Background: an optimization exercise with open tools, aiming at small area, a short achievable clock period and few clock cycles per item. Do not read the settings as production practice.
Where RTL was checked, it was by simulation tests only, not by an equivalence proof against the original.
For runs 4 and 5, only the layout was checked, not whether the RTL still works.
No activity file was given, so power comes from the tool's default toggle rates.

<file path="run.sh">
#!/bin/bash
# synth_recipe.tcl (not shown) runs the flow's synth.tcl, then flattens the netlist and writes it again
# the make line also repeats each setting of config.mk as NAME=value (left out here)
make -C /OpenROAD-flow-scripts/flow DESIGN_CONFIG=/design/flow/config.mk WORK_HOME=/design/flow/orfs CLKGATE_MAP_FILE= SYNTH_SCRIPT=/design/flow/synth_recipe.tcl finish
</file>
<file path="config.mk">
export PLATFORM = sky130hd
export DESIGN_NAME = txmod_shaper
export DESIGN_NICKNAME = txmod_shaper
export VERILOG_FILES = /design/flow/design.v
export SDC_FILE = /design/flow/constraint.sdc
export NUM_CORES = 4
export LEC_CHECK = 0
export CAP_MARGIN = 20
export CORE_MARGIN = 2
export CORE_UTILIZATION = 40
export PLACE_DENSITY = 0.6
export SLEW_MARGIN = 20
</file>
<file path="design.v">
module txmod_shaper (
    input  wire        clk,
    input  wire        rst,           
    input  wire        in_valid,
    output wire        in_ready,
    input  wire [7:0]  in_byte,
    input  wire        in_lodev,      
    output reg         out_valid,
    input  wire        out_ready,
    output reg  [15:0] out_sample
);
    function signed [26:0] tab0;
        input [5:0] i;
        begin
            case (i)
                6'd0: tab0 = -27'sd131750;
                6'd1: tab0 =  27'sd131750;
                6'd2: tab0 = -27'sd65875;
                6'd3: tab0 =  27'sd65875;
                6'd4: tab0 = -27'sd395250;
                6'd5: tab0 =  27'sd395250;
                6'd6: tab0 = -27'sd197625;
                6'd7: tab0 =  27'sd197625;
                6'd8: tab0 =  27'sd264750;
                6'd9: tab0 = -27'sd264750;
                6'd10: tab0 =  27'sd132375;
                6'd11: tab0 = -27'sd132375;
                6'd12: tab0 =  27'sd794250;
                6'd13: tab0 = -27'sd794250;
                6'd14: tab0 =  27'sd397125;
                6'd15: tab0 = -27'sd397125;
                6'd16: tab0 =  27'sd639750;
                6'd17: tab0 = -27'sd639750;
                6'd18: tab0 =  27'sd319875;
                6'd19: tab0 = -27'sd319875;
                6'd20: tab0 =  27'sd1919250;
                6'd21: tab0 = -27'sd1919250;
                6'd22: tab0 =  27'sd959625;
                6'd23: tab0 = -27'sd959625;
                6'd24: tab0 =  27'sd797000;
                6'd25: tab0 = -27'sd797000;
                6'd26: tab0 =  27'sd398500;
                6'd27: tab0 = -27'sd398500;
                6'd28: tab0 =  27'sd2391000;
                6'd29: tab0 = -27'sd2391000;
                6'd30: tab0 =  27'sd1195500;
                6'd31: tab0 = -27'sd1195500;
                6'd32: tab0 =  27'sd595250;
                6'd33: tab0 = -27'sd595250;
                6'd34: tab0 =  27'sd297625;
                6'd35: tab0 = -27'sd297625;
                6'd36: tab0 =  27'sd1785750;
                6'd37: tab0 = -27'sd1785750;
                6'd38: tab0 =  27'sd892875;
                6'd39: tab0 = -27'sd892875;
                default: tab0 = 27'sd0;
            endcase
        end
    endfunction
    function signed [26:0] tab1;
        input [5:0] i;
        begin
            case (i)
                6'd0: tab1 =  27'sd28000;
                6'd1: tab1 = -27'sd28000;
                6'd2: tab1 =  27'sd14000;
                6'd3: tab1 = -27'sd14000;
                6'd4: tab1 =  27'sd84000;
                6'd5: tab1 = -27'sd84000;
                6'd6: tab1 =  27'sd42000;
                6'd7: tab1 = -27'sd42000;
                6'd8: tab1 = -27'sd738000;
                6'd9: tab1 =  27'sd738000;
                6'd10: tab1 = -27'sd369000;
                6'd11: tab1 =  27'sd369000;
                6'd12: tab1 = -27'sd2214000;
                6'd13: tab1 =  27'sd2214000;
                6'd14: tab1 = -27'sd1107000;
                6'd15: tab1 =  27'sd1107000;
                6'd16: tab1 = -27'sd1392000;
                6'd17: tab1 =  27'sd1392000;
                6'd18: tab1 = -27'sd696000;
                6'd19: tab1 =  27'sd696000;
                6'd20: tab1 = -27'sd4176000;
                6'd21: tab1 =  27'sd4176000;
                6'd22: tab1 = -27'sd2088000;
                6'd23: tab1 =  27'sd2088000;
                6'd24: tab1 = -27'sd1572500;
                6'd25: tab1 =  27'sd1572500;
                6'd26: tab1 = -27'sd786250;
                6'd27: tab1 =  27'sd786250;
                6'd28: tab1 = -27'sd4717500;
                6'd29: tab1 =  27'sd4717500;
                6'd30: tab1 = -27'sd2358750;
                6'd31: tab1 =  27'sd2358750;
                6'd32: tab1 = -27'sd999500;
                6'd33: tab1 =  27'sd999500;
                6'd34: tab1 = -27'sd499750;
                6'd35: tab1 =  27'sd499750;
                6'd36: tab1 = -27'sd2998500;
                6'd37: tab1 =  27'sd2998500;
                6'd38: tab1 = -27'sd1499250;
                6'd39: tab1 =  27'sd1499250;
                default: tab1 = 27'sd0;
            endcase
        end
    endfunction
    function signed [26:0] tab2;
        input [5:0] i;
        begin
            case (i)
                6'd0: tab2 =  27'sd404750;
                6'd1: tab2 = -27'sd404750;
                6'd2: tab2 =  27'sd202375;
                6'd3: tab2 = -27'sd202375;
                6'd4: tab2 =  27'sd1214250;
                6'd5: tab2 = -27'sd1214250;
                6'd6: tab2 =  27'sd607125;
                6'd7: tab2 = -27'sd607125;
                6'd8: tab2 =  27'sd2454000;
                6'd9: tab2 = -27'sd2454000;
                6'd10: tab2 =  27'sd1227000;
                6'd11: tab2 = -27'sd1227000;
                6'd12: tab2 =  27'sd7362000;
                6'd13: tab2 = -27'sd7362000;
                6'd14: tab2 =  27'sd3681000;
                6'd15: tab2 = -27'sd3681000;
                6'd16: tab2 =  27'sd4725500;
                6'd17: tab2 = -27'sd4725500;
                6'd18: tab2 =  27'sd2362750;
                6'd19: tab2 = -27'sd2362750;
                6'd20: tab2 =  27'sd14176500;
                6'd21: tab2 = -27'sd14176500;
                6'd22: tab2 =  27'sd7088250;
                6'd23: tab2 = -27'sd7088250;
                6'd24: tab2 =  27'sd6674750;
                6'd25: tab2 = -27'sd6674750;
                6'd26: tab2 =  27'sd3337375;
                6'd27: tab2 = -27'sd3337375;
                6'd28: tab2 =  27'sd20024250;
                6'd29: tab2 = -27'sd20024250;
                6'd30: tab2 =  27'sd10012125;
                6'd31: tab2 = -27'sd10012125;
                6'd32: tab2 =  27'sd7799250;
                6'd33: tab2 = -27'sd7799250;
                6'd34: tab2 =  27'sd3899625;
                6'd35: tab2 = -27'sd3899625;
                6'd36: tab2 =  27'sd23397750;
                6'd37: tab2 = -27'sd23397750;
                6'd38: tab2 =  27'sd11698875;
                6'd39: tab2 = -27'sd11698875;
                default: tab2 = 27'sd0;
            endcase
        end
    endfunction
    function signed [26:0] tab3;
        input [5:0] i;
        begin
            case (i)
                6'd0: tab3 =  27'sd7799250;
                6'd1: tab3 = -27'sd7799250;
                6'd2: tab3 =  27'sd3899625;
                6'd3: tab3 = -27'sd3899625;
                6'd4: tab3 =  27'sd23397750;
                6'd5: tab3 = -27'sd23397750;
                6'd6: tab3 =  27'sd11698875;
                6'd7: tab3 = -27'sd11698875;
                6'd8: tab3 =  27'sd6674750;
                6'd9: tab3 = -27'sd6674750;
                6'd10: tab3 =  27'sd3337375;
                6'd11: tab3 = -27'sd3337375;
                6'd12: tab3 =  27'sd20024250;
                6'd13: tab3 = -27'sd20024250;
                6'd14: tab3 =  27'sd10012125;
                6'd15: tab3 = -27'sd10012125;
                6'd16: tab3 =  27'sd4725500;
                6'd17: tab3 = -27'sd4725500;
                6'd18: tab3 =  27'sd2362750;
                6'd19: tab3 = -27'sd2362750;
                6'd20: tab3 =  27'sd14176500;
                6'd21: tab3 = -27'sd14176500;
                6'd22: tab3 =  27'sd7088250;
                6'd23: tab3 = -27'sd7088250;
                6'd24: tab3 =  27'sd2454000;
                6'd25: tab3 = -27'sd2454000;
                6'd26: tab3 =  27'sd1227000;
                6'd27: tab3 = -27'sd1227000;
                6'd28: tab3 =  27'sd7362000;
                6'd29: tab3 = -27'sd7362000;
                6'd30: tab3 =  27'sd3681000;
                6'd31: tab3 = -27'sd3681000;
                6'd32: tab3 =  27'sd404750;
                6'd33: tab3 = -27'sd404750;
                6'd34: tab3 =  27'sd202375;
                6'd35: tab3 = -27'sd202375;
                6'd36: tab3 =  27'sd1214250;
                6'd37: tab3 = -27'sd1214250;
                6'd38: tab3 =  27'sd607125;
                6'd39: tab3 = -27'sd607125;
                default: tab3 = 27'sd0;
            endcase
        end
    endfunction
    function signed [26:0] tab4;
        input [5:0] i;
        begin
            case (i)
                6'd0: tab4 = -27'sd999500;
                6'd1: tab4 =  27'sd999500;
                6'd2: tab4 = -27'sd499750;
                6'd3: tab4 =  27'sd499750;
                6'd4: tab4 = -27'sd2998500;
                6'd5: tab4 =  27'sd2998500;
                6'd6: tab4 = -27'sd1499250;
                6'd7: tab4 =  27'sd1499250;
                6'd8: tab4 = -27'sd1572500;
                6'd9: tab4 =  27'sd1572500;
                6'd10: tab4 = -27'sd786250;
                6'd11: tab4 =  27'sd786250;
                6'd12: tab4 = -27'sd4717500;
                6'd13: tab4 =  27'sd4717500;
                6'd14: tab4 = -27'sd2358750;
                6'd15: tab4 =  27'sd2358750;
                6'd16: tab4 = -27'sd1392000;
                6'd17: tab4 =  27'sd1392000;
                6'd18: tab4 = -27'sd696000;
                6'd19: tab4 =  27'sd696000;
                6'd20: tab4 = -27'sd4176000;
                6'd21: tab4 =  27'sd4176000;
                6'd22: tab4 = -27'sd2088000;
                6'd23: tab4 =  27'sd2088000;
                6'd24: tab4 = -27'sd738000;
                6'd25: tab4 =  27'sd738000;
                6'd26: tab4 = -27'sd369000;
                6'd27: tab4 =  27'sd369000;
                6'd28: tab4 = -27'sd2214000;
                6'd29: tab4 =  27'sd2214000;
                6'd30: tab4 = -27'sd1107000;
                6'd31: tab4 =  27'sd1107000;
                6'd32: tab4 =  27'sd28000;
                6'd33: tab4 = -27'sd28000;
                6'd34: tab4 =  27'sd14000;
                6'd35: tab4 = -27'sd14000;
                6'd36: tab4 =  27'sd84000;
                6'd37: tab4 = -27'sd84000;
                6'd38: tab4 =  27'sd42000;
                6'd39: tab4 = -27'sd42000;
                default: tab4 = 27'sd0;
            endcase
        end
    endfunction
    function signed [26:0] tab5;
        input [5:0] i;
        begin
            case (i)
                6'd0: tab5 =  27'sd595250;
                6'd1: tab5 = -27'sd595250;
                6'd2: tab5 =  27'sd297625;
                6'd3: tab5 = -27'sd297625;
                6'd4: tab5 =  27'sd1785750;
                6'd5: tab5 = -27'sd1785750;
                6'd6: tab5 =  27'sd892875;
                6'd7: tab5 = -27'sd892875;
                6'd8: tab5 =  27'sd797000;
                6'd9: tab5 = -27'sd797000;
                6'd10: tab5 =  27'sd398500;
                6'd11: tab5 = -27'sd398500;
                6'd12: tab5 =  27'sd2391000;
                6'd13: tab5 = -27'sd2391000;
                6'd14: tab5 =  27'sd1195500;
                6'd15: tab5 = -27'sd1195500;
                6'd16: tab5 =  27'sd639750;
                6'd17: tab5 = -27'sd639750;
                6'd18: tab5 =  27'sd319875;
                6'd19: tab5 = -27'sd319875;
                6'd20: tab5 =  27'sd1919250;
                6'd21: tab5 = -27'sd1919250;
                6'd22: tab5 =  27'sd959625;
                6'd23: tab5 = -27'sd959625;
                6'd24: tab5 =  27'sd264750;
                6'd25: tab5 = -27'sd264750;
                6'd26: tab5 =  27'sd132375;
                6'd27: tab5 = -27'sd132375;
                6'd28: tab5 =  27'sd794250;
                6'd29: tab5 = -27'sd794250;
                6'd30: tab5 =  27'sd397125;
                6'd31: tab5 = -27'sd397125;
                6'd32: tab5 = -27'sd131750;
                6'd33: tab5 =  27'sd131750;
                6'd34: tab5 = -27'sd65875;
                6'd35: tab5 =  27'sd65875;
                6'd36: tab5 = -27'sd395250;
                6'd37: tab5 =  27'sd395250;
                6'd38: tab5 = -27'sd197625;
                6'd39: tab5 =  27'sd197625;
                default: tab5 = 27'sd0;
            endcase
        end
    endfunction
    reg  [7:0] cur_byte;              
    reg        cur_lodev;
    reg        have;                  
    reg  [1:0] sidx;                  
    reg        act;                   
    reg  [2:0] phase;                 
    reg  [2:0] x;                     
    reg  [2:0] h  [1:5];              
    reg  [5:1] hv;                    
    assign in_ready = !have;
    reg  [1:0] nd;
    always @(*) begin
        case (sidx)
            2'd0: nd = cur_byte[7:6];
            2'd1: nd = cur_byte[5:4];
            2'd2: nd = cur_byte[3:2];
            default: nd = cur_byte[1:0];
        endcase
    end
    wire [2:0] ncode = {nd[1], nd[0], cur_lodev};
    function [2*27-1:0] csa;
        input [26:0] a, b, c;
        begin
            csa[26:0]   = a ^ b ^ c;
            csa[2*27-1:27] = {(a[25:0] & b[25:0]) | (a[25:0] & c[25:0]) | (b[25:0] & c[25:0]), 1'b0};
        end
    endfunction
    reg [26:0] s1, c1, s2, c2, s3, c3, s4, c4;
    reg signed [26:0] t [0:5];
    reg signed [26:0] acc;
    reg signed [16:0] sh;
    reg        [15:0] sample;
    always @(*) begin
        t[0] = 1'b1 ? tab0({phase, x[1:0], x[2]}) : 27'sd0;
        t[1] = hv[1] ? tab1({phase, h[1][1:0], h[1][2]}) : 27'sd0;
        t[2] = hv[2] ? tab2({phase, h[2][1:0], h[2][2]}) : 27'sd0;
        t[3] = hv[3] ? tab3({phase, h[3][1:0], h[3][2]}) : 27'sd0;
        t[4] = hv[4] ? tab4({phase, h[4][1:0], h[4][2]}) : 27'sd0;
        t[5] = hv[5] ? tab5({phase, h[5][1:0], h[5][2]}) : 27'sd0;
        {c1, s1} = csa(t[0], t[1], t[2]);
        {c2, s2} = csa(t[3], t[4], t[5]);
        {c3, s3} = csa(s1, c1, s2);
        {c4, s4} = csa(s3, c3, c2);
        acc = s4 + c4;
        sh = acc[26:10];
        if (sh[16] != sh[15])
            sample = {sh[16], {15{!sh[16]}}};
        else
            sample = sh[15:0];
    end
    wire advance = act && (!out_valid || out_ready);
    wire last    = (phase == 3'd4);
    wire take    = have && (!act || (advance && last));
    always @(posedge clk) begin
        if (rst) begin
            have      <= 1'b0;
            act       <= 1'b0;
            sidx      <= 2'd0;
            phase     <= 3'd0;
            hv        <= 5'd0;
            out_valid <= 1'b0;
        end else begin
            if (advance) begin
                out_valid <= 1'b1;
                if (last) begin
                    phase <= 3'd0;
                    hv    <= {hv[4:1], 1'b1};
                    if (!have)
                        act <= 1'b0;
                end else begin
                    phase <= phase + 3'd1;
                end
            end else if (out_valid && out_ready) begin
                out_valid <= 1'b0;
            end
            if (take) begin
                act  <= 1'b1;
                sidx <= sidx + 2'd1;
                if (sidx == 2'd3)
                    have <= 1'b0;
            end
            if (in_valid && !have) begin
                have <= 1'b1;
                sidx <= 2'd0;
            end
        end
    end
    always @(posedge clk) begin
        if (in_valid && !have) begin
            cur_byte  <= in_byte;
            cur_lodev <= in_lodev;
        end
        if (advance)
            out_sample <= sample;
        if (advance && last) begin
            h[5] <= h[4];
            h[4] <= h[3];
            h[3] <= h[2];
            h[2] <= h[1];
            h[1] <= x;
        end
        if (take)
            x <= ncode;
    end
endmodule
</file>
<file path="constraint.sdc">
create_clock -name core_clock -period 12.0 [get_ports {clk}]
set_input_delay 2.4000 -clock core_clock [delete_from_list [all_inputs] [get_ports {clk}]]
set_output_delay 2.4000 -clock core_clock [all_outputs]
set_load 0.01 [all_outputs]
</file>
==> results of run 1 <==
-- cells by family after synthesis --
| group | count (synthesis) | share of synthesized area |
|---|---|---|
| compound gates | 543 | 0.294 |
| mux | 28 | 0.0282 |
| xor+xnor | 38 | 0.0306 |
| simple gates | 447 | 0.172 |
| fa+ha+maj | 168 | 0.253 |
| buf+inv | 241 | 0.0821 |
| flops | 56 | 0.139 |
-- synthesized netlist by cell type (10+ instances only) --
cell type	n
nand2_1	191
a21oi_1	177
o21ai_0	144
nor2_1	142
inv_1	105
fa_1	99
clkbuf_1	97
o22ai_1	55
ha_1	54
edfxtp_1	43
buf_1	31
xnor2_1	30
o211ai_1	28
nand3_1	26
nor3_1	21
mux2i_1	19
nor2b_1	18
a211oi_1	17
a22oi_1	17
a31oi_1	15
and2_1	13
dfxtp_1	13
a21o_1	12
nand2b_1	10
o21a_1	10
-- metal layers --
metal  share of wire  vias up  GRT usage
met5               0        -          0
met1            0.41     5396      0.378
li1                -     5202          -
met4           0.053        0      0.129
met3            0.10      126     0.0490
met2            0.44      690      0.445
-- worst max-delay path, stage by stage (launching register included) --
cell and delay [ps]:
edfxtp_1 860, inv_1 310, ha_1 790, nor2b_1 570
nor2_1 220, nor2_1 180, a22oi_1 110, o22ai_1 250
nand2_1 120, fa_1 550, fa_1 550, inv_1 50
fa_1 470, ha_1 330, nand4_1 120, o31ai_1 590
a221oi_4 150, o211ai_2 250, a31oi_4 120, xnor2_2 670
maj3_2 340
-- registers in the layout (all words and copies together), names as in the netlist --
register	count
h	15
hv	5
cur_byte	8
out_sample	16
sidx	2
act	1
cur_lodev	1
x	3
have	1
out_valid	1
phase	3
-- through the flow --
step           instance area (sq um)  setup slack (ps)   util
2_1_floorplan                  11100              5840      -
3_3_place_gp                   11600              4350  0.418
3_5_place_dp                   11600              4360  0.418
4_1_cts                        11700              4310  0.424
5_1_grt                        11700              3630  0.424
6_report                       11700              4210  0.424
-- power by group --
part	leakage, uW	switching, uW	total, uW	internal (uW)
clock network	0.0000719	85.7	166	79.8
registers	0.000506	9.51	233	224
logic	0.00388	229	364	136
-- layout make-up --
class	instances	area (sq um)
sequential	56	1560
multi-input combinational	1224	8670
tap	378	473
clock inverter	3	27.5
clock buffer	5	125
timing repair buffer	45	445
fill	2959	15900
inverter	110	413
-- final timing paths --
| path | startpoint | to | cells after the start |
|---|---|---|---|
| max reg2reg | h[5][2]$_DFFE_PP_ | out_sample[14]$_DFFE_PP_ | 20 |
| min reg2reg | cur_lodev$_DFFE_PP_ | x[0]$_DFFE_PP_ | 0 |
| max | h[5][2]$_DFFE_PP_ | out_sample[14]$_DFFE_PP_ | 20 |
| min | cur_lodev$_DFFE_PP_ | x[0]$_DFFE_PP_ | 0 |
==> notes.md, run 1 <==
- Pin count of the biggest net entering global routing: 186
- Die area: 0.0292 sq mm
- Max-cap violations: 0
- Clock-pin transition on the worst setup and hold timing paths: 90 ps
- Pwr Total: 763 uW
- Initial antenna violation count: 0
- Clock tree buffer depth: 2
- Synth area leaders: fa_1 18%, edfxtp_1 12%, a21oi_1 8.0%
- Root buffer cell: clkbuf_16
- Sequential-to-total area share from yosys stat: 0.139
- RSZ-0062 raised after global routing: false
- CTS sink cnt: 56
- Critical Path Fanout Max: 24
- Clk_skew: 15.5 ps
- TritonCTS clock tree: built
- Num CTS Buffers: 5
- Post-synthesis async set-or-reset flop share: 0
- GRT Overall Usage: 0.282
- Die width: 171 microns
- Inserted Diodes: 0
- Post-synth top area cell: fa_1
- Fin. Hold Viols: 0
- Hold_buf cts: 0
- Area delta synth->final: 5.24%
- Area share of the largest cell type after synthesis: 0.178
- Post-Place Cells: 1,812
- DRC: 0
- FF-to-FF setup slack: 4210 ps
- Post-CTS Setup Inserts: 0
- Slew Limit Fails: 0
- Mapped cell area: 0.0111 sq mm
- Fin crit period: 7790 ps
- RD Place Congestion: 1.03
- Max Fclk: 128 MHz
- Final nets: 1,608
- Worst skew pair latency: 330 ps
- Drt pass-1 iters: 9
- Primary FF master, synth: edfxtp_1
- CP arrival: 7980 ps
- Most common cell after layout, fill and taps aside: nand2_1
- CP Data Required Time: 12,190 ps
- Most frequent cells in the layout: 191 x nand2_1, 177 x a21oi_1, 144 x o21ai_0
- I/O Buffers: 30
- Worst-case vdd ir drop: 0.0544 mV
- Die height: 171 microns
- H-tree Lvls: 2
- Post-Syn Area per Cell: 7.32 sq um
- Ratio of final minimum period to clock period: 0.649
- Ratio of cells with drive above 1 in the final layout: 0.0388
- Pwr Density: 65.1 mW/mm^2
- Starting Density: 0.403
- Flops & latches, synth: 56
- Drt via density: 6.27
- Final ANT Viol Nets: 0
- Post-synth EDFFs: 43
- Post-DP HPWL: 30,300 microns
- Core area: 0.0276 sq mm
- Hold_ws: 437 ps
- Row count: 61
- Distinct cell type count after synthesis: 73
- Initial drt markers: 1,751
- HP Class: reg2reg
- Setup TNS: 0 ps
- Total gr overflow: 0
- Synth Instances: 1,521
- Crit Path Class: reg2reg
- Final std cells w/o fill: 1,821
- Vias: 11,400
- Pleak: 0.00446 uW
- Vias in the first global route: 10,500
- WL final: 41,400 microns
- Final setup violation count: 0
- Relative slew slack: 0.219
- Measured slew at the worst slew-check pin: 1170 ps
- WL/cell: 22.7 microns
- Number of gates resized after CTS: 0
- Startpoint types: register
- Num ports: 31
- Critical Path End Type: register
- Number of synthesis warnings: 3
- First-pass GRT wire length: 62,800 microns
- Outcome: no timing/DRC/antenna violations
- Syn Nets: 1,687
Testbench counts, summed over its fixed seeds: cycles 38,424, samples 38,400.
==> run 2: changes to the inputs <==
--- a/design.v
+++ b/design.v
@@ -54,5 +54,28 @@
                 6'd38: tab0 =  27'sd892875;
                 6'd39: tab0 = -27'sd892875;
-                default: tab0 = 27'sd0;
+                6'd40: tab0 =  27'sd595250;
+                6'd41: tab0 = -27'sd595250;
+                6'd42: tab0 =  27'sd297625;
+                6'd43: tab0 = -27'sd297625;
+                6'd44: tab0 =  27'sd1785750;
+                6'd45: tab0 = -27'sd1785750;
+                6'd46: tab0 =  27'sd892875;
+                6'd47: tab0 = -27'sd892875;
+                6'd48: tab0 =  27'sd595250;
+                6'd49: tab0 = -27'sd595250;
+                6'd50: tab0 =  27'sd297625;
+                6'd51: tab0 = -27'sd297625;
+                6'd52: tab0 =  27'sd1785750;
+                6'd53: tab0 = -27'sd1785750;
+                6'd54: tab0 =  27'sd892875;
+                6'd55: tab0 = -27'sd892875;
+                6'd56: tab0 =  27'sd595250;
+                6'd57: tab0 = -27'sd595250;
+                6'd58: tab0 =  27'sd297625;
+                6'd59: tab0 = -27'sd297625;
+                6'd60: tab0 =  27'sd1785750;
+                6'd61: tab0 = -27'sd1785750;
+                6'd62: tab0 =  27'sd892875;
+                6'd63: tab0 = -27'sd892875;
             endcase
         end
@@ -102,5 +125,28 @@
                 6'd38: tab1 = -27'sd1499250;
                 6'd39: tab1 =  27'sd1499250;
-                default: tab1 = 27'sd0;
+                6'd40: tab1 = -27'sd999500;
+                6'd41: tab1 =  27'sd999500;
+                6'd42: tab1 = -27'sd499750;
+                6'd43: tab1 =  27'sd499750;
+                6'd44: tab1 = -27'sd2998500;
+                6'd45: tab1 =  27'sd2998500;
+                6'd46: tab1 = -27'sd1499250;
+                6'd47: tab1 =  27'sd1499250;
+                6'd48: tab1 = -27'sd999500;
+                6'd49: tab1 =  27'sd999500;
+                6'd50: tab1 = -27'sd499750;
+                6'd51: tab1 =  27'sd499750;
+                6'd52: tab1 = -27'sd2998500;
+                6'd53: tab1 =  27'sd2998500;
+                6'd54: tab1 = -27'sd1499250;
+                6'd55: tab1 =  27'sd1499250;
+                6'd56: tab1 = -27'sd999500;
+                6'd57: tab1 =  27'sd999500;
+                6'd58: tab1 = -27'sd499750;
+                6'd59: tab1 =  27'sd499750;
+                6'd60: tab1 = -27'sd2998500;
+                6'd61: tab1 =  27'sd2998500;
+                6'd62: tab1 = -27'sd1499250;
+                6'd63: tab1 =  27'sd1499250;
             endcase
         end
@@ -150,5 +196,28 @@
                 6'd38: tab2 =  27'sd11698875;
                 6'd39: tab2 = -27'sd11698875;
-                default: tab2 = 27'sd0;
+                6'd40: tab2 =  27'sd7799250;
+                6'd41: tab2 = -27'sd7799250;
+                6'd42: tab2 =  27'sd3899625;
+                6'd43: tab2 = -27'sd3899625;
+                6'd44: tab2 =  27'sd23397750;
+                6'd45: tab2 = -27'sd23397750;
+                6'd46: tab2 =  27'sd11698875;
+                6'd47: tab2 = -27'sd11698875;
+                6'd48: tab2 =  27'sd7799250;
+                6'd49: tab2 = -27'sd7799250;
+                6'd50: tab2 =  27'sd3899625;
+                6'd51: tab2 = -27'sd3899625;
+                6'd52: tab2 =  27'sd23397750;
+                6'd53: tab2 = -27'sd23397750;
+                6'd54: tab2 =  27'sd11698875;
+                6'd55: tab2 = -27'sd11698875;
+                6'd56: tab2 =  27'sd7799250;
+                6'd57: tab2 = -27'sd7799250;
+                6'd58: tab2 =  27'sd3899625;
+                6'd59: tab2 = -27'sd3899625;
+                6'd60: tab2 =  27'sd23397750;
+                6'd61: tab2 = -27'sd23397750;
+                6'd62: tab2 =  27'sd11698875;
+                6'd63: tab2 = -27'sd11698875;
             endcase
         end
@@ -198,5 +267,28 @@
                 6'd38: tab3 =  27'sd607125;
                 6'd39: tab3 = -27'sd607125;
-                default: tab3 = 27'sd0;
+                6'd40: tab3 =  27'sd404750;
+                6'd41: tab3 = -27'sd404750;
+                6'd42: tab3 =  27'sd202375;
+                6'd43: tab3 = -27'sd202375;
+                6'd44: tab3 =  27'sd1214250;
+                6'd45: tab3 = -27'sd1214250;
+                6'd46: tab3 =  27'sd607125;
+                6'd47: tab3 = -27'sd607125;
+                6'd48: tab3 =  27'sd404750;
+                6'd49: tab3 = -27'sd404750;
+                6'd50: tab3 =  27'sd202375;
+                6'd51: tab3 = -27'sd202375;
+                6'd52: tab3 =  27'sd1214250;
+                6'd53: tab3 = -27'sd1214250;
+                6'd54: tab3 =  27'sd607125;
+                6'd55: tab3 = -27'sd607125;
+                6'd56: tab3 =  27'sd404750;
+                6'd57: tab3 = -27'sd404750;
+                6'd58: tab3 =  27'sd202375;
+                6'd59: tab3 = -27'sd202375;
+                6'd60: tab3 =  27'sd1214250;
+                6'd61: tab3 = -27'sd1214250;
+                6'd62: tab3 =  27'sd607125;
+                6'd63: tab3 = -27'sd607125;
             endcase
         end
@@ -246,5 +338,28 @@
                 6'd38: tab4 =  27'sd42000;
                 6'd39: tab4 = -27'sd42000;
-                default: tab4 = 27'sd0;
+                6'd40: tab4 =  27'sd28000;
+                6'd41: tab4 = -27'sd28000;
+                6'd42: tab4 =  27'sd14000;
+                6'd43: tab4 = -27'sd14000;
+                6'd44: tab4 =  27'sd84000;
+                6'd45: tab4 = -27'sd84000;
+                6'd46: tab4 =  27'sd42000;
+                6'd47: tab4 = -27'sd42000;
+                6'd48: tab4 =  27'sd28000;
+                6'd49: tab4 = -27'sd28000;
+                6'd50: tab4 =  27'sd14000;
+                6'd51: tab4 = -27'sd14000;
+                6'd52: tab4 =  27'sd84000;
+                6'd53: tab4 = -27'sd84000;
+                6'd54: tab4 =  27'sd42000;
+                6'd55: tab4 = -27'sd42000;
+                6'd56: tab4 =  27'sd28000;
+                6'd57: tab4 = -27'sd28000;
+                6'd58: tab4 =  27'sd14000;
+                6'd59: tab4 = -27'sd14000;
+                6'd60: tab4 =  27'sd84000;
+                6'd61: tab4 = -27'sd84000;
+                6'd62: tab4 =  27'sd42000;
+                6'd63: tab4 = -27'sd42000;
             endcase
         end
@@ -294,8 +409,38 @@
                 6'd38: tab5 = -27'sd197625;
                 6'd39: tab5 =  27'sd197625;
-                default: tab5 = 27'sd0;
+                6'd40: tab5 = -27'sd131750;
+                6'd41: tab5 =  27'sd131750;
+                6'd42: tab5 = -27'sd65875;
+                6'd43: tab5 =  27'sd65875;
+                6'd44: tab5 = -27'sd395250;
+                6'd45: tab5 =  27'sd395250;
+                6'd46: tab5 = -27'sd197625;
+                6'd47: tab5 =  27'sd197625;
+                6'd48: tab5 = -27'sd131750;
+                6'd49: tab5 =  27'sd131750;
+                6'd50: tab5 = -27'sd65875;
+                6'd51: tab5 =  27'sd65875;
+                6'd52: tab5 = -27'sd395250;
+                6'd53: tab5 =  27'sd395250;
+                6'd54: tab5 = -27'sd197625;
+                6'd55: tab5 =  27'sd197625;
+                6'd56: tab5 = -27'sd131750;
+                6'd57: tab5 =  27'sd131750;
+                6'd58: tab5 = -27'sd65875;
+                6'd59: tab5 =  27'sd65875;
+                6'd60: tab5 = -27'sd395250;
+                6'd61: tab5 =  27'sd395250;
+                6'd62: tab5 = -27'sd197625;
+                6'd63: tab5 =  27'sd197625;
             endcase
         end
     endfunction
+    function [2*27-1:0] csa;
+        input [26:0] a, b, c;
+        begin
+            csa[26:0] = a ^ b ^ c;
+            csa[2*27-1:27] = {(a[25:0] & b[25:0]) | (a[25:0] & c[25:0]) | (b[25:0] & c[25:0]), 1'b0};
+        end
+    endfunction
     reg  [7:0] cur_byte;              
     reg        cur_lodev;
@@ -317,36 +462,26 @@
         endcase
     end
-    wire [2:0] ncode = {nd[1], nd[0], cur_lodev};
-    function [2*27-1:0] csa;
-        input [26:0] a, b, c;
-        begin
-            csa[26:0]   = a ^ b ^ c;
-            csa[2*27-1:27] = {(a[25:0] & b[25:0]) | (a[25:0] & c[25:0]) | (b[25:0] & c[25:0]), 1'b0};
-        end
-    endfunction
+    wire [2:0] ncode = {nd[0], cur_lodev, nd[1]};
+    reg signed [26:0] t0, t1, t2, t3, t4, t5;
     reg [26:0] s1, c1, s2, c2, s3, c3, s4, c4;
-    reg signed [26:0] t [0:5];
-    reg signed [26:0] acc;
-    reg signed [16:0] sh;
-    reg        [15:0] sample;
     always @(*) begin
-        t[0] = 1'b1 ? tab0({phase, x[1:0], x[2]}) : 27'sd0;
-        t[1] = hv[1] ? tab1({phase, h[1][1:0], h[1][2]}) : 27'sd0;
-        t[2] = hv[2] ? tab2({phase, h[2][1:0], h[2][2]}) : 27'sd0;
-        t[3] = hv[3] ? tab3({phase, h[3][1:0], h[3][2]}) : 27'sd0;
-        t[4] = hv[4] ? tab4({phase, h[4][1:0], h[4][2]}) : 27'sd0;
-        t[5] = hv[5] ? tab5({phase, h[5][1:0], h[5][2]}) : 27'sd0;
-        {c1, s1} = csa(t[0], t[1], t[2]);
-        {c2, s2} = csa(t[3], t[4], t[5]);
+        t0 = tab0({phase, x});
+        t1 = hv[1] ? tab1({phase, h[1]}) : 27'sd0;
+        t2 = hv[2] ? tab2({phase, h[2]}) : 27'sd0;
+        t3 = hv[3] ? tab3({phase, h[3]}) : 27'sd0;
+        t4 = hv[4] ? tab4({phase, h[4]}) : 27'sd0;
+        t5 = hv[5] ? tab5({phase, h[5]}) : 27'sd0;
+        {c1, s1} = csa(t0, t1, t2);
+        {c2, s2} = csa(t3, t4, t5);
         {c3, s3} = csa(s1, c1, s2);
         {c4, s4} = csa(s3, c3, c2);
-        acc = s4 + c4;
-        sh = acc[26:10];
-        if (sh[16] != sh[15])
-            sample = {sh[16], {15{!sh[16]}}};
-        else
-            sample = sh[15:0];
     end
-    wire advance = act && (!out_valid || out_ready);
+    reg  [26:0] ps, pc;
+    reg         pv;
+    wire [26:0] psum = ps + pc;
+    wire [16:0] sh = psum[26:10];
+    wire [15:0] sample = (sh[16] != sh[15]) ? {sh[16], {15{!sh[16]}}} : sh[15:0];
+    wire en      = !out_valid || out_ready;    
+    wire advance = act && en;
     wire last    = (phase == 3'd4);
     wire take    = have && (!act || (advance && last));
@@ -359,7 +494,11 @@
             hv        <= 5'd0;
             out_valid <= 1'b0;
+            pv        <= 1'b0;
         end else begin
+            if (en) begin
+                pv        <= act;
+                out_valid <= pv;
+            end
             if (advance) begin
-                out_valid <= 1'b1;
                 if (last) begin
                     phase <= 3'd0;
@@ -370,6 +509,4 @@
                     phase <= phase + 3'd1;
                 end
-            end else if (out_valid && out_ready) begin
-                out_valid <= 1'b0;
             end
             if (take) begin
@@ -390,6 +527,9 @@
             cur_lodev <= in_lodev;
         end
-        if (advance)
+        if (en) begin
+            ps         <= s4;
+            pc         <= c4;
             out_sample <= sample;
+        end
         if (advance && last) begin
             h[5] <= h[4];
--- a/config.mk
+++ b/config.mk
@@ -6,4 +6,5 @@
 export NUM_CORES = 4
 export LEC_CHECK = 0
+export ABC_AREA = 1
 export CAP_MARGIN = 20
 export CORE_MARGIN = 2
==> run 2 against run 1 <==
Global-route usage down 0.50 points. Design area up 3.9%. Via count down 8.2%. Sequential share of layout area up 12 points. Critical endpoint is now ps[14]$_DFFE_PN_. Highest routed layer unchanged. Largest power group is now registers. Utilization up 1.4 points. Non-clock buffer count down 5.
==> notes.md, run 2 <==
- Final setup violation count: 0
- Post-synthesis async set-or-reset flop share: 0
- Sequential-to-total area share from yosys stat: 0.273
- Post-synth EDFFs: 93
- Crit-path max cell delay: 550 ps
- Relative slew slack: 0.359
- Drt via density: 5.62
- Top cells by count, synth: 339 x nand2_1, 241 x inv_1, 151 x nor2_1, 121 x o21ai_0
- Num ports: 31
- Flops & latches, synth: 107
- Die width: 172 microns
- TritonCTS clock tree: built
- DRC: 0
- Post-DP HPWL: 31,000 microns
- RSZ-0062 raised after global routing: false
- Max Fclk: 216 MHz
- Synth Instances: 1,487
- CTS sink cnt: 107
- Core area: 0.0278 sq mm
- Max-cap violations: 0
- Ratio of final minimum period to clock period: 0.386
- Syn Nets: 1,642
- Fin. Hold Viols: 0
- Clock tree buffer depth: 2
- Starting Density: 0.405
- CP arrival: 4750 ps
- Hold_ws: 434 ps
- Mapped cell area: 0.0113 sq mm
- Most common cell after layout, fill and taps aside: nand2_1
- Worst-case vdd ir drop: 0.0728 mV
- Row count: 61
- Cell with the most instances after synthesis: nand2_1
- Slew Limit Fails: 0
- Pin count of the biggest net entering global routing: 78
- Final ANT Viol Nets: 0
- WL/cell: 21.2 microns
- Distinct cell type count after synthesis: 54
- Worst path cell trace: clkinv_1, ha_1, inv_1, o21ai_0, nand2_1, nand2_1, nor2_1, nor3_1, fa_1, inv_1, fa_1, inv_1, fa_1
- Clk_skew: 20.3 ps
- Hold_buf cts: 0
- Initial drt markers: 1,286
- HP Class: reg2reg
- Post-Syn Area per Cell: 7.57 sq um
- RD Place Congestion: 1.01
- Area share of the largest cell type after synthesis: 0.248
- Post-synth top area cell: edfxtp_1
- Initial antenna violation count: 0
- Critical Path End Type: register
- Drt pass-1 iters: 6
- Num CTS Buffers: 9
- CP Data Required Time: 12,110 ps
- Pwr Density: 99.6 mW/mm^2
- Measured slew at the worst slew-check pin: 961 ps
- Most frequent cells in the layout: 339 x nand2_1, 240 x inv_1, 149 x nor2_1
- Number of gates resized after CTS: 0
- Placement Cell Area: 0.0119 sq mm
- GRT Overall Usage: 0.277
- Pleak: 0.00555 uW
- Slowest cell on the critical path: fa_1
- Final Cell Area: 0.0122 sq mm
- Clock-pin transition on the worst setup and hold timing paths: 100 ps
- Number of synthesis warnings: 2
- First-pass GRT wire length: 60,900 microns
- Root buffer cell: clkbuf_16
- Regs by FF count: pc: 25 flops, ps: 25 flops, out_sample: 16 flops
- Ratio of cells with drive above 1 in the final layout: 0.0337
- WL final: 39,600 microns
- Vias: 10,500
- Primary FF master, synth: edfxtp_1
- Final nets: 1,635
- Fin crit period: 4630 ps
- Worst skew pair latency: 380 ps
- Post-CTS Setup Inserts: 0
- Outcome: no timing/DRC/antenna violations
- Die area: 0.0295 sq mm
- Synth area leaders: edfxtp_1 25%, fa_1 18%, nand2_1 11%
- Startpoint types: register
- Die height: 172 microns
- CP bufs+invs: 4
- Vias in the first global route: 10,100
- CP top delay family: adder cells
- H-tree Lvls: 3
- Area delta synth->final: 8.07%
- Crit Path Class: reg2reg
- I/O Buffers: 30
- Critical Path Fanout Max: 9
- Setup TNS: 0 ps
- Inserted Diodes: 0
- Total gr overflow: 0
[run 2: power by group]
part	internal (uW)	switching, uW
Combinational	149	260
Sequential	463	16.6
Clock	152	172
[run 2: area by class of cell]
cell class,instances,area [sq um]
multi-input cells,1077,7020
clock buffers,9,225
repair buffers,40,375
flip-flops and latches,107,3080
fillers,2884,15600
clock inverters,7,83.8
inverters,245,920
well taps,378,473
[run 2: cells by family after synthesis]
family / synth area share
XOR/XNOR: 0.0117
buffers and inverters: 0.104
adder cells (fa/ha/maj): 0.224
flip-flops: 0.273
AO/OA/AOI/OAI: 0.182
AND/OR/NAND/NOR: 0.205
multiplexers: 0.000889
[run 2: layer usage]
layer / vias to the layer above / GRT usage / part of all wire
li1: 4877 / - / -
met1: 5013 / 0.365 / 0.42
met2: 495 / 0.463 / 0.47
met3: 88 / 0.0377 / 0.071
met4: 0 / 0.107 / 0.042
met5: - / 0 / 0
[run 2: final timing paths]
kind                             from                to  slack, ps  cells after the start
setup / recovery    h[4][0]$_DFFE_PP_  ps[14]$_DFFE_PN_       7370                     13
hold / removal    cur_lodev$_DFFE_PP_    x[1]$_DFFE_PP_        430                      0
setup reg to reg    h[4][0]$_DFFE_PP_  ps[14]$_DFFE_PN_       7370                     13
hold reg to reg   cur_lodev$_DFFE_PP_    x[1]$_DFFE_PP_        430                      0
[run 2: through the flow]
stage	util	worst slack, ps	instances	total power, uW
after floorplan	-	7830	1487	747
after global placement	0.427	7410	1847	887
after detailed placement	0.427	7390	1847	891
after CTS	0.438	7410	1863	1210
after global routing	0.438	7070	1863	1280
final	0.438	7370	1863	1210
Testbench counts of run 2, summed over its fixed seeds: cycles 38,432, samples 38,400.
==> run 3: changes to the inputs <==
==> flow/run.sh (new file) <==
#!/bin/bash
# The standard layout, with timing repair aiming for extra setup slack.
set -euo pipefail
bash standard.sh SETUP_SLACK_MARGIN=8.4 finish > standard_flow.log 2>&1
==> standard.sh (new file) <==
#!/bin/bash
# synth_recipe.tcl (not shown) runs the flow's synth.tcl, then flattens the netlist and writes it again
# the make line also repeats each setting of config.mk as NAME=value (left out here)
make -C /OpenROAD-flow-scripts/flow DESIGN_CONFIG=/design/flow/config.mk WORK_HOME=/design/flow/orfs CLKGATE_MAP_FILE= SYNTH_SCRIPT=/design/flow/synth_recipe.tcl "${@:-finish}"
removed: run.sh
==> run 3 against run 2 <==
Synthesized area did not move. Combinational power rose by 16%. Sequential share of layout area fell by 3.4 points. Critical path type unchanged. Largest power group unchanged. Maximum frequency rose by 27%. Still clean.
==> notes.md, run 3 <==
- WL final: 43,000 microns
- Worst-case vdd ir drop: 0.0613 mV
- Relative slew slack: 0.529
- Die width: 172 microns
- Worst skew pair latency: 380 ps
- Row count: 61
- Synth Instances: 1,487
- Area delta synth->final: 25.2%
- Num ports: 31
- Crit-path max cell delay: 560 ps
- Initial antenna violation count: 0
- GRT Overall Usage: 0.292
- CP bufs+invs: 7
- Setup TNS: 0 ps
- CP Data Required Time: 12,120 ps
- I/O Buffers: 30
- Ratio of final minimum period to clock period: 0.304
- Initial drt markers: 1,724
- Hold Crit Start: cur_lodev$_DFFE_PP_
- Hold path cells: 0
- Starting Density: 0.405
- Post-synth EDFFs: 93
- Measured slew at the worst slew-check pin: 704 ps
- CTS sink cnt: 107
- Drt via density: 5.79
- Worst path cell trace: ha_4, inv_4, nand2_2, o21ai_2, buf_6, buf_6, inv_2, nor2_2, inv_2, nand3_2, o211ai_1, a21oi_2, fa_1, inv_2, fa_2, inv_2, fa_2
- Hold_ws: 438 ps
- Slowest cell on the critical path: fa_1
- Max Fclk: 274 MHz
- CP arrival: 3770 ps
- Clock-pin transition on the worst setup and hold timing paths: 90 ps
- Inserted Diodes: 0
- TritonCTS clock tree: built
- H-tree Lvls: 3
- HP Class: reg2reg
- DRC: 0
- Post-synthesis async set-or-reset flop share: 0
- Startpoint types: register
- RSZ-0062 raised after global routing: true
- Post-DP HPWL: 30,000 microns
- WL/cell: 21.9 microns
- Clock tree buffer depth: 2
- Outcome: no timing/DRC/antenna violations
- FF-to-FF setup slack: 8350 ps
- Drt pass-1 iters: 8
- Post-Syn Area per Cell: 7.57 sq um
- Clk_skew: 23.2 ps
- Worst setup startpoint: h[3][1]$_DFFE_PP_
- Crit Path Class: reg2reg
- Most frequent cells in the layout: 319 x nand2_1, 200 x inv_1, 127 x nor2_1
- Vias: 11,400
- FF-to-FF End: ps[2]$_DFFE_PN_
- Number of synthesis warnings: 2
- Synth area leaders: edfxtp_1 25%, fa_1 18%, nand2_1 11%
- Cell with the most instances after synthesis: nand2_1
- Hold_buf cts: 0
- Sequential-to-total area share from yosys stat: 0.273
- Critical R2R Launch: h[3][1]$_DFFE_PP_
- Critical Path Fanout Max: 4
- Pin count of the biggest net entering global routing: 78
- Core area: 0.0278 sq mm
- Area share of the largest cell type after synthesis: 0.248
- Final setup violation count: 0
- Max-cap violations: 0
- Worst R2R Path Depth: 17
- Regs by FF count: pc: 25 flops, ps: 25 flops, out_sample: 16 flops
- CP most frequent cell: inv_2
- Flops & latches, synth: 107
- Ratio of cells with drive above 1 in the final layout: 0.210
- Final Cell Area: 0.0141 sq mm
- Fin crit period: 3650 ps
- Mapped cell area: 0.0113 sq mm
- Placement Cell Area: 0.0119 sq mm
- Worst hold endpoint: x[1]$_DFFE_PP_
- Primary FF master, synth: edfxtp_1
- Num CTS Buffers: 9
- Syn Nets: 1,642
- Post-synth top area cell: edfxtp_1
- Final nets: 1,737
- Distinct cell type count after synthesis: 54
- Vias in the first global route: 10,800
- Die area: 0.0295 sq mm
- Die height: 172 microns
- RD Place Congestion: 1.05
- Top cells by count, synth: 339 x nand2_1, 241 x inv_1, 151 x nor2_1, 121 x o21ai_0
- Slew Limit Fails: 0
- Pwr Density: 89.2 mW/mm^2
- CP top delay family: adder cells
- Pleak: 0.00628 uW
- Total gr overflow: 0
- Fill count: 2,719
- Final ANT Viol Nets: 0
- Critical Path End Type: register
- Root buffer cell: clkbuf_16
- First-pass GRT wire length: 63,700 microns
- Fin. Hold Viols: 0
- Most common cell after layout, fill and taps aside: nand2_1
run 3: cells by family (layout without fill, tap and decap cells):
group,after synthesis,after routing,synth area share
buffers and inverters,303,403,0.104
AOI/OAI and AO/OA,344,344,0.182
adders and majority gates,142,142,0.224
DFF,107,107,0.273
and+or+nand+nor,575,575,0.205
muxes,1,1,0.000889
xor gates and xnor gates,15,15,0.0117
run 3: cell type report:
| cell class | instances | area, sq um | share of cell area |
|---|---|---|---|
| flip-flops and latches | 107 | 3080 | 0.218 |
| inverters | 245 | 966 | 0.0685 |
| clock buffers | 9 | 225 | 0.0160 |
| clock inverters | 7 | 68.8 | 0.00488 |
| well taps | 378 | 473 | 0.0335 |
| repair buffers | 141 | 1450 | 0.103 |
| multi-input cells | 1077 | 7830 | 0.555 |
| repair inverters | 1 | 7.51 | 0.000532 |
run 3: power breakdown:
part / total [uW] / internal, uW / switching, uW
Sequential: 479 / 463 / 15.3
Combinational: 472 / 178 / 294
Clock: 307 / 147 / 161
Total: 1260 / 788 / 470
run 3: through the flow:
stage                     std cells  utilization  total power, uW  setup WS, ps
after floorplan                1487            -              747          8130
after global placement         1848        0.428              885          7500
final                          1965        0.508             1260          8350
after detailed placement       1848        0.428              887          7430
after global routing           1965        0.508             1320          8250
after CTS                      1917        0.478             1220          8370
run 3: worst max path at each step:
stage | endpoint | slack [ps] | cells past startpoint
2_1_floorplan | out_sample[0]$_DFFE_PN_ | 8130 | 2
3_3_place_gp | ps[9]$_DFFE_PN_ | 7500 | 12
3_5_place_dp | ps[10]$_DFFE_PN_ | 7430 | 13
4_1_cts | ps[9]$_DFFE_PN_ | 8370 | 18
5_1_grt | ps[2]$_DFFE_PN_ | 8250 | 17
6_report | ps[2]$_DFFE_PN_ | 8350 | 17
run 3: what timing repair did:
action	CTS	global route
gates cloned	8	0
gates resized for setup	179	144
setup endpoints to repair	157	48
buffers inserted	45	48
pin swaps	25	53
run 3: metal layers:
metal	GRT usage	wire (microns)	up-vias
li1	-	-	5115
met1	0.361	16200	5298
met2	0.472	19600	749
met3	0.0594	4050	206
met4	0.170	3080	2
met5	0	53	-
==> run 4: changes to the inputs <==
--- a/design.v
+++ b/design.v
@@ -477,8 +477,10 @@
         {c4, s4} = csa(s3, c3, c2);
     end
-    reg  [26:0] ps, pc;
+    reg  [16:0] ps, pc;
+    reg         pcy;
     reg         pv;
-    wire [26:0] psum = ps + pc;
-    wire [16:0] sh = psum[26:10];
+    wire [10:0] lowsum = {1'b0, s4[9:0]} + {1'b0, c4[9:0]};
+    wire [16:0] psum = ps + pc + {16'd0, pcy};
+    wire [16:0] sh = psum[16:0];
     wire [15:0] sample = (sh[16] != sh[15]) ? {sh[16], {15{!sh[16]}}} : sh[15:0];
     wire en      = !out_valid || out_ready;    
@@ -528,6 +530,7 @@
         end
         if (en) begin
-            ps         <= s4;
-            pc         <= c4;
+            ps         <= s4[26:10];
+            pc         <= c4[26:10];
+            pcy        <= lowsum[10];
             out_sample <= sample;
         end
==> run 4 against run 3 <==
Still clean on timing, DRC and antenna. Clock power decreased by 3%. Design area down 4.7%. Sequential share of layout area decreased by 2.3 points. Sequential power decreased by 13%. Non-clock buffer count is 2 higher. Largest cell class unchanged.
==> notes.md, run 4 <==
- Clk_skew: 19.2 ps
- Critical path endpoint: pcy$_DFFE_PN_
- Flops & latches, synth: 92
- Most frequent cells in the layout: 297 x nand2_1, 205 x inv_1, 93 x fa_1
- Vias in the first global route: 10,300
- Met2 routed WL: 18,200 microns
- Post-DP HPWL: 27,800 microns
- Num ports: 31
- Post-synthesis async set-or-reset flop share: 0
- Top cells by count, synth: 336 x nand2_1, 232 x inv_1, 104 x o21ai_0, 101 x fa_1, 96 x nor2_1
- Placement Cell Area: 0.0113 sq mm
- Row count: 59
- DRC: 0
- Clock-pin transition on the worst setup and hold timing paths: 80 ps
- Syn Nets: 1,555
- Post-Place Worst Slack: 7120 ps
- Critical Path Fanout Max: 4
- GRT Overall Usage: 0.285
- CP Data Required Time: 12,120 ps
- Fin. Hold Viols: 0
- Outcome: no timing/DRC/antenna violations
- Max-cap violations: 0
- Num CTS Buffers: 9
- Die height: 167 microns
- Die area: 0.0278 sq mm
- CTS sink cnt: 92
- Root buffer cell: clkbuf_16
- Max Fclk: 244 MHz
- TritonCTS clock tree: built
- Ratio of final minimum period to clock period: 0.342
- CP arrival: 4220 ps
- Area delta synth->final: 26.9%
- Initial antenna violation count: 0
- Distinct cell type count after synthesis: 54
- Vias: 10,800
- Routed met3 length: 4660 microns
- Drt pass-1 iters: 9
- Area share of the largest cell type after synthesis: 0.221
- Ratio of cells with drive above 1 in the final layout: 0.242
- Regs by FF count: pc: 17 flops, ps: 17 flops, out_sample: 16 flops
- Hold path cells: 0
- Hold_buf cts: 0
- Worst-case vdd ir drop: 0.0683 mV
- Top Metal Used: met4
- WL/cell: 22.4 microns
- H-tree Lvls: 3
- Post-Syn Area per Cell: 7.57 sq um
- Clock tree buffer depth: 2
- Worst Slack Setup Final: 7900 ps
- Primary FF master, synth: edfxtp_1
- Critical R2R Launch: h[2][1]$_DFFE_PP_
- Initial drt markers: 1,683
- Measured slew at the worst slew-check pin: 611 ps
- Most common cell after layout, fill and taps aside: nand2_1
- Final nets: 1,654
- Fin crit period: 4100 ps
- Post-synth EDFFs: 78
- RD Place Congestion: 1.01
- Sequential-to-total area share from yosys stat: 0.247
- Post-synth top area cell: edfxtp_1
- Pwr Density: 90.2 mW/mm^2
- Crit Path Class: reg2reg
- Final Cell Area: 0.0134 sq mm
- Pleak: 0.00614 uW
- HP Class: reg2reg
- FF-to-FF setup slack: 7900 ps
- Worst setup startpoint: h[2][1]$_DFFE_PP_
- RSZ-0062 raised after global routing: true
- Number of synthesis warnings: 2
- Hold_ws: 430 ps
- Pin count of the biggest net entering global routing: 59
- Critical Path End Type: register
- I/O Buffers: 30
- Relative slew slack: 0.591
- WL final: 41,200 microns
- Final ANT Viol Nets: 0
- Slew Limit Fails: 0
- First-pass GRT wire length: 60,600 microns
- Startpoint types: register
- Starting Density: 0.407
- Final setup violation count: 0
- Final Util: 0.516
- Core area: 0.0261 sq mm
- Synth area leaders: edfxtp_1 22%, fa_1 19%, nand2_1 12%
- Worst R2R Path Depth: 16
- FF-to-FF End: pcy$_DFFE_PN_
- Setup TNS: 0 ps
- Mapped cell area: 0.0106 sq mm
- Worst skew pair latency: 370 ps
- Die width: 167 microns
- Inserted Diodes: 0
- Synth Instances: 1,399
- Cell with the most instances after synthesis: nand2_1
- Met1 WL: 15,700 microns
- Drt via density: 5.87
- Total gr overflow: 0
==> run 4: changes by cell type after synthesis, moves of 10 or more <==
cell,delta
a21oi_1,-10
o21ai_0,-17
edfxtp_1,-15
nor2_1,-55
nand2_2,+14
==> run 4: cell type report <==
cell class	count	area, sq um
Clock inverter	4	28.8
Fill cell	2447	12600
Sequential cell	92	2630
Tap cell	335	419
Inverter	240	946
Clock buffer	12	268
Multi-Input combinational cell	1012	7700
Timing Repair Buffer	143	1450
==> run 4: kinds of logic (layout without fill, tap and decap cells) <==
kind of cell	count (synthesis)	count (layout)	share of synthesized area
simple gates	546	548	0.219
compound gates	307	307	0.172
buf+inv	297	399	0.109
fa+ha+maj	143	143	0.240
flops	92	92	0.247
xor+xnor	13	13	0.0107
mux	1	1	0.000945
==> run 4: critical path, stage by stage (launching register included) <==
cell and delay (ps):
edfxtp_1 490, buf_4 180, buf_4 150, ha_1 220
nand2_1 80, nand2_1 90, inv_1 110, a211o_1 130
o2111ai_1 200, fa_1 590, fa_2 550, inv_1 50
fa_1 430, ha_1 320, nand3_2 80, a21o_1 120
nand3_1 70
==> run 4: how the worst min path moves through the flow <==
stage	start	to	slack, ps
final	cur_lodev$_DFFE_PP_	x[1]$_DFFE_PP_	430
after global routing	cur_lodev$_DFFE_PP_	x[1]$_DFFE_PP_	460
after CTS	cur_lodev$_DFFE_PP_	x[1]$_DFFE_PP_	430
after detailed placement	cur_lodev$_DFFE_PP_	x[1]$_DFFE_PP_	410
after global placement	cur_lodev$_DFFE_PP_	x[1]$_DFFE_PP_	410
after floorplan	cur_lodev$_DFFE_PP_	x[1]$_DFFE_PP_	400
==> run 4: metal layers <==
| metal | vias up | GRT usage |
|---|---|---|
| li1 | 4781 | - |
| met1 | 5007 | 0.376 |
| met2 | 798 | 0.448 |
| met3 | 212 | 0.0625 |
| met4 | 0 | 0.134 |
| met5 | - | 0 |
==> run 4: where the power goes <==
part           internal [uW]  switching (uW)  leakage [uW]
sequential               402            14.6      0.000923
clock                    161             137      0.000150
combinational            188             311       0.00506
==> run 4: repair_timing <==
item,4_1_cts,5_1_grt
endpoints found under the setup margin,132,48
gates resized for setup,143,121
gates cloned,8,3
pin swaps,46,66
buffers inserted,47,48
==> run 4: stage by stage <==
stage | total power (uW) | std cells
2_1_floorplan | 709 | 1399
3_3_place_gp | 850 | 1716
3_5_place_dp | 852 | 1716
4_1_cts | 1170 | 1787
5_1_grt | 1280 | 1838
6_report | 1210 | 1838
==> run 5: changes to the inputs <==
--- a/design.v
+++ b/design.v
@@ -477,10 +477,99 @@
         {c4, s4} = csa(s3, c3, c2);
     end
-    reg  [16:0] ps, pc;
-    reg         pcy;
+    reg  [26:0] ps, pc;
     reg         pv;
-    wire [10:0] lowsum = {1'b0, s4[9:0]} + {1'b0, c4[9:0]};
-    wire [16:0] psum = ps + pc + {16'd0, pcy};
-    wire [16:0] sh = psum[16:0];
+    wire [26:0] sh_g0 = ps & pc;
+    wire [26:0] sh_p0 = ps ^ pc;
+    wire sh_G1 = sh_g0[1] | (sh_p0[1] & sh_g0[0]);
+    wire sh_P1 = sh_p0[1] & sh_p0[0];
+    wire sh_G2 = sh_g0[3] | (sh_p0[3] & sh_g0[2]);
+    wire sh_P2 = sh_p0[3] & sh_p0[2];
+    wire sh_G3 = sh_g0[5] | (sh_p0[5] & sh_g0[4]);
+    wire sh_P3 = sh_p0[5] & sh_p0[4];
+    wire sh_G4 = sh_g0[7] | (sh_p0[7] & sh_g0[6]);
+    wire sh_P4 = sh_p0[7] & sh_p0[6];
+    wire sh_G5 = sh_g0[9] | (sh_p0[9] & sh_g0[8]);
+    wire sh_P5 = sh_p0[9] & sh_p0[8];
+    wire sh_G6 = sh_g0[11] | (sh_p0[11] & sh_g0[10]);
+    wire sh_P6 = sh_p0[11] & sh_p0[10];
+    wire sh_G7 = sh_g0[13] | (sh_p0[13] & sh_g0[12]);
+    wire sh_P7 = sh_p0[13] & sh_p0[12];
+    wire sh_G8 = sh_g0[15] | (sh_p0[15] & sh_g0[14]);
+    wire sh_P8 = sh_p0[15] & sh_p0[14];
+    wire sh_G9 = sh_g0[17] | (sh_p0[17] & sh_g0[16]);
+    wire sh_P9 = sh_p0[17] & sh_p0[16];
+    wire sh_G10 = sh_g0[19] | (sh_p0[19] & sh_g0[18]);
+    wire sh_P10 = sh_p0[19] & sh_p0[18];
+    wire sh_G11 = sh_g0[21] | (sh_p0[21] & sh_g0[20]);
+    wire sh_P11 = sh_p0[21] & sh_p0[20];
+    wire sh_G12 = sh_g0[23] | (sh_p0[23] & sh_g0[22]);
+    wire sh_P12 = sh_p0[23] & sh_p0[22];
+    wire sh_G13 = sh_g0[25] | (sh_p0[25] & sh_g0[24]);
+    wire sh_P13 = sh_p0[25] & sh_p0[24];
+    wire sh_G14 = sh_G2 | (sh_P2 & sh_G1);
+    wire sh_P14 = sh_P2 & sh_P1;
+    wire sh_G15 = sh_G4 | (sh_P4 & sh_G3);
+    wire sh_P15 = sh_P4 & sh_P3;
+    wire sh_G16 = sh_G6 | (sh_P6 & sh_G5);
+    wire sh_P16 = sh_P6 & sh_P5;
+    wire sh_G17 = sh_G8 | (sh_P8 & sh_G7);
+    wire sh_P17 = sh_P8 & sh_P7;
+    wire sh_G18 = sh_G10 | (sh_P10 & sh_G9);
+    wire sh_P18 = sh_P10 & sh_P9;
+    wire sh_G19 = sh_G12 | (sh_P12 & sh_G11);
+    wire sh_P19 = sh_P12 & sh_P11;
+    wire sh_G20 = sh_G15 | (sh_P15 & sh_G14);
+    wire sh_P20 = sh_P15 & sh_P14;
+    wire sh_G21 = sh_G17 | (sh_P17 & sh_G16);
+    wire sh_P21 = sh_P17 & sh_P16;
+    wire sh_G22 = sh_G19 | (sh_P19 & sh_G18);
+    wire sh_P22 = sh_P19 & sh_P18;
+    wire sh_G23 = sh_G21 | (sh_P21 & sh_G20);
+    wire sh_P23 = sh_P21 & sh_P20;
+    wire sh_G24 = sh_G22 | (sh_P22 & sh_G23);
+    wire sh_P24 = sh_P22 & sh_P23;
+    wire sh_G25 = sh_G16 | (sh_P16 & sh_G20);
+    wire sh_P25 = sh_P16 & sh_P20;
+    wire sh_G26 = sh_G18 | (sh_P18 & sh_G23);
+    wire sh_P26 = sh_P18 & sh_P23;
+    wire sh_G27 = sh_G3 | (sh_P3 & sh_G14);
+    wire sh_P27 = sh_P3 & sh_P14;
+    wire sh_G28 = sh_G5 | (sh_P5 & sh_G20);
+    wire sh_P28 = sh_P5 & sh_P20;
+    wire sh_G29 = sh_G7 | (sh_P7 & sh_G25);
+    wire sh_P29 = sh_P7 & sh_P25;
+    wire sh_G30 = sh_G9 | (sh_P9 & sh_G23);
+    wire sh_P30 = sh_P9 & sh_P23;
+    wire sh_G31 = sh_G11 | (sh_P11 & sh_G26);
+    wire sh_P31 = sh_P11 & sh_P26;
+    wire sh_G32 = sh_G13 | (sh_P13 & sh_G24);
+    wire sh_P32 = sh_P13 & sh_P24;
+    wire sh_G33 = sh_g0[2] | (sh_p0[2] & sh_G1);
+    wire sh_P33 = sh_p0[2] & sh_P1;
+    wire sh_G34 = sh_g0[4] | (sh_p0[4] & sh_G14);
+    wire sh_P34 = sh_p0[4] & sh_P14;
+    wire sh_G35 = sh_g0[6] | (sh_p0[6] & sh_G27);
+    wire sh_P35 = sh_p0[6] & sh_P27;
+    wire sh_G36 = sh_g0[8] | (sh_p0[8] & sh_G20);
+    wire sh_P36 = sh_p0[8] & sh_P20;
+    wire sh_G37 = sh_g0[10] | (sh_p0[10] & sh_G28);
+    wire sh_P37 = sh_p0[10] & sh_P28;
+    wire sh_G38 = sh_g0[12] | (sh_p0[12] & sh_G25);
+    wire sh_P38 = sh_p0[12] & sh_P25;
+    wire sh_G39 = sh_g0[14] | (sh_p0[14] & sh_G29);
+    wire sh_P39 = sh_p0[14] & sh_P29;
+    wire sh_G40 = sh_g0[16] | (sh_p0[16] & sh_G23);
+    wire sh_P40 = sh_p0[16] & sh_P23;
+    wire sh_G41 = sh_g0[18] | (sh_p0[18] & sh_G30);
+    wire sh_P41 = sh_p0[18] & sh_P30;
+    wire sh_G42 = sh_g0[20] | (sh_p0[20] & sh_G26);
+    wire sh_P42 = sh_p0[20] & sh_P26;
+    wire sh_G43 = sh_g0[22] | (sh_p0[22] & sh_G31);
+    wire sh_P43 = sh_p0[22] & sh_P31;
+    wire sh_G44 = sh_g0[24] | (sh_p0[24] & sh_G24);
+    wire sh_P44 = sh_p0[24] & sh_P24;
+    wire sh_G45 = sh_g0[26] | (sh_p0[26] & sh_G32);
+    wire sh_P45 = sh_p0[26] & sh_P32;
+    wire [16:0] sh = {sh_p0[26] ^ sh_G32, sh_p0[25] ^ sh_G44, sh_p0[24] ^ sh_G24, sh_p0[23] ^ sh_G43, sh_p0[22] ^ sh_G31, sh_p0[21] ^ sh_G42, sh_p0[20] ^ sh_G26, sh_p0[19] ^ sh_G41, sh_p0[18] ^ sh_G30, sh_p0[17] ^ sh_G40, sh_p0[16] ^ sh_G23, sh_p0[15] ^ sh_G39, sh_p0[14] ^ sh_G29, sh_p0[13] ^ sh_G38, sh_p0[12] ^ sh_G25, sh_p0[11] ^ sh_G37, sh_p0[10] ^ sh_G28};
     wire [15:0] sample = (sh[16] != sh[15]) ? {sh[16], {15{!sh[16]}}} : sh[15:0];
     wire en      = !out_valid || out_ready;    
@@ -530,7 +619,6 @@
         end
         if (en) begin
-            ps         <= s4[26:10];
-            pc         <= c4[26:10];
-            pcy        <= lowsum[10];
+            ps         <= s4;
+            pc         <= c4;
             out_sample <= sample;
         end
==> run 5 against run 4 <==
Global-route usage decreased by 2.1 points. Clock power grew 3%. Synthesized area grew 1.9%. Clock skew fell by 6.2 ps. Die area is 1.9% higher. Critical path depth shrank 2. Critical path type unchanged. Largest cell class unchanged.
==> notes.md, run 5 <==
- Post-Syn Area per Cell: 7.95 sq um
- Most frequent cells in the layout: 235 x nand2_1, 213 x inv_1, 119 x nor2_1
- Regs by FF count: pc: 25 flops, ps: 25 flops, out_sample: 16 flops
- Placement Cell Area: 0.0114 sq mm
- Drt via density: 5.79
- Die height: 168 microns
- Critical Path End Type: register
- Total gr overflow: 0
- Post-synthesis async set-or-reset flop share: 0
- Root buffer cell: clkbuf_16
- Max Fclk: 277 MHz
- Fill count: 2,568
- Critical R2R Launch: h[5][0]$_DFFE_PP_
- WL/cell: 21.8 microns
- Die width: 168 microns
- Synth Instances: 1,358
- Hold_ws: 435 ps
- Final Cell Area: 0.0133 sq mm
- Final setup violation count: 0
- WL final: 38,700 microns
- Inserted Diodes: 0
- Mapped cell area: 0.0108 sq mm
- CTS sink cnt: 107
- Distinct cell type count after synthesis: 49
- RD Place Congestion: 0.990
- Post-Place Cells: 1,680
- Initial antenna violation count: 0
- Post-synth top area cell: edfxtp_1
- Worst-case vdd ir drop: 0.0626 mV
- DRC: 0
- Relative slew slack: 0.590
- TritonCTS clock tree: built
- Core area: 0.0267 sq mm
- Vias: 10,300
- Ratio of cells with drive above 1 in the final layout: 0.204
- Syn Nets: 1,521
- Post-synth EDFFs: 93
- Slew Limit Fails: 0
- Slowest cell on the critical path: fa_1
- Clock tree buffer depth: 2
- CP arrival: 3720 ps
- Num CTS Buffers: 9
- Final ANT Viol Nets: 0
- Outcome: no timing/DRC/antenna violations
- Startpoint types: register
- Die area: 0.0283 sq mm
- Initial drt markers: 1,400
- Pin count of the biggest net entering global routing: 79
- Crit-path max cell delay: 650 ps
- Clock-pin transition on the worst setup and hold timing paths: 80 ps
- Num ports: 31
- Row count: 60
- Top cells by count, synth: 254 x nand2_1, 238 x inv_1, 149 x nor2_1, 118 x o21ai_0, 107 x fa_1
- Vias in the first global route: 9,753
- Final nets: 1,593
- Clk_skew: 13.0 ps
- Synth area leaders: edfxtp_1 26%, fa_1 20%, nand2_1 8.8%
- Hold Crit Start: cur_lodev$_DFFE_PP_
- Pwr Density: 91.5 mW/mm^2
- Crit Path Class: reg2reg
- Final std cells w/o fill: 1,776
- Pleak: 0.00585 uW
- Max-cap violations: 0
- HP Class: reg2reg
- I/O Buffers: 30
- Ratio of final minimum period to clock period: 0.301
- CP most frequent cell: fa_1
- Worst path cell trace: clkinv_4, ha_4, nand2_2, o21ai_4, inv_1, nor2_2, a21oi_1, nor2_1, a311oi_2, fa_1, inv_2, fa_1, inv_1, fa_1
- CP Data Required Time: 12,110 ps
- Most common cell after layout, fill and taps aside: nand2_1
- Setup TNS: 0 ps
- Post-DP HPWL: 26,600 microns
- Starting Density: 0.404
- Area delta synth->final: 22.8%
- Area share of the largest cell type after synthesis: 0.259
- Worst setup startpoint: h[5][0]$_DFFE_PP_
- Measured slew at the worst slew-check pin: 610 ps
- Cell with the most instances after synthesis: nand2_1
- GRT Overall Usage: 0.264
- RSZ-0062 raised after global routing: true
- Drt pass-1 iters: 6
- Number of synthesis warnings: 2
- Flops & latches, synth: 107
- Fin crit period: 3610 ps
- First-pass GRT wire length: 56,600 microns
- Fin. Hold Viols: 0
- Primary FF master, synth: edfxtp_1
- H-tree Lvls: 3
- Critical Path Fanout Max: 5
- Worst skew pair latency: 370 ps
- Sequential-to-total area share from yosys stat: 0.285
## run 5: cell types whose count changed in the layout (fill, tap and decap cells not counted), moves of 10 or more
cell      change
a21oi_1      +12
edfxtp_1     +15
nor2_1       +43
nand2_1      -62
buf_4        -25
o21ai_2      +10
nand3_1      -14
nand2_4      -11
nand2_2      -20
a21oi_2      -11
## run 5: final timing paths
path / endpoint / slack (ps) / cells past startpoint
worst min register to register: x[1]$_DFFE_PP_ / 430 / 0
worst max-delay path: ps[6]$_DFFE_PN_ / 8390 / 14
worst min-delay path: x[1]$_DFFE_PP_ / 430 / 0
worst max register to register: ps[6]$_DFFE_PN_ / 8390 / 14
## run 5: repair_timing
| action | 4_1_cts | 5_1_grt |
|---|---|---|
| endpoints found under the setup margin | 164 | 66 |
| setup buffers | 30 | 43 |
| cloned | 2 | 5 |
| hold buffers | 0 | 0 |
| pin swaps | 17 | 41 |
| gates resized for setup | 147 | 147 |
## run 5: final cells by class
cell class / count / area, sq um / area share
well taps: 341 / 427 / 0.0322
repair buffers: 117 / 1160 / 0.0878
flip-flops and latches: 107 / 3080 / 0.232
clock inverters: 6 / 56.3 / 0.00425
multi-input cells: 953 / 7360 / 0.555
inverters: 242 / 946 / 0.0713
clock buffers: 10 / 229 / 0.0173
## run 5: power by group
group	switching [uW]	total (uW)	internal (uW)	leakage, uW
sequential	19.2	485	466	0.00109
combinational	262	422	160	0.00462
clock	160	306	146	0.000137
total	441	1210	771	0.00585
## run 5: worst max-delay path, delay by kind of cell (launching register included)
family	cells	cell delay [ps]
flip-flops	1	440
AO/OA/AOI/OAI	3	260
buffers and inverters	4	280
adder cells (fa/ha/maj)	4	1960
AND/OR/NAND/NOR	3	410
## run 5: through the flow
step           power, uW  setup slack, ps  utilization
2_1_floorplan        736             8130            -
3_3_place_gp         867             7060        0.425
3_5_place_dp         870             6900        0.425
4_1_cts             1180             8350        0.462
5_1_grt             1280             8320        0.496
6_report            1210             8390        0.496
## run 5: per-layer routing
| layer | routed length (microns) | vias to the layer above | track usage |
|---|---|---|---|
| li1 | - | 4599 | - |
| met1 | 15200 | 4874 | 0.344 |
| met2 | 17400 | 634 | 0.426 |
| met3 | 3460 | 169 | 0.0395 |
| met4 | 2640 | 0 | 0.144 |
| met5 | 0 | - | 0 |
## run 5: kinds of logic after synthesis
family,Yosys count,share of synthesized area
and+or+nand+nor,470,0.176
AOI/OAI and AO/OA,316,0.171
buffers and inverters,300,0.108
adders and majority gates,150,0.248
DFF,107,0.285
xor gates and xnor gates,13,0.0105
muxes,2,0.00185

Setup slack of run 5, layout unchanged: 8.386 ns with ideal ports, 8.386 ns with driving cells assumed (clock clkbuf_16, inputs buf_2), 8.060 ns with port delays also shifted by the 0.418 ns mid clock arrival.
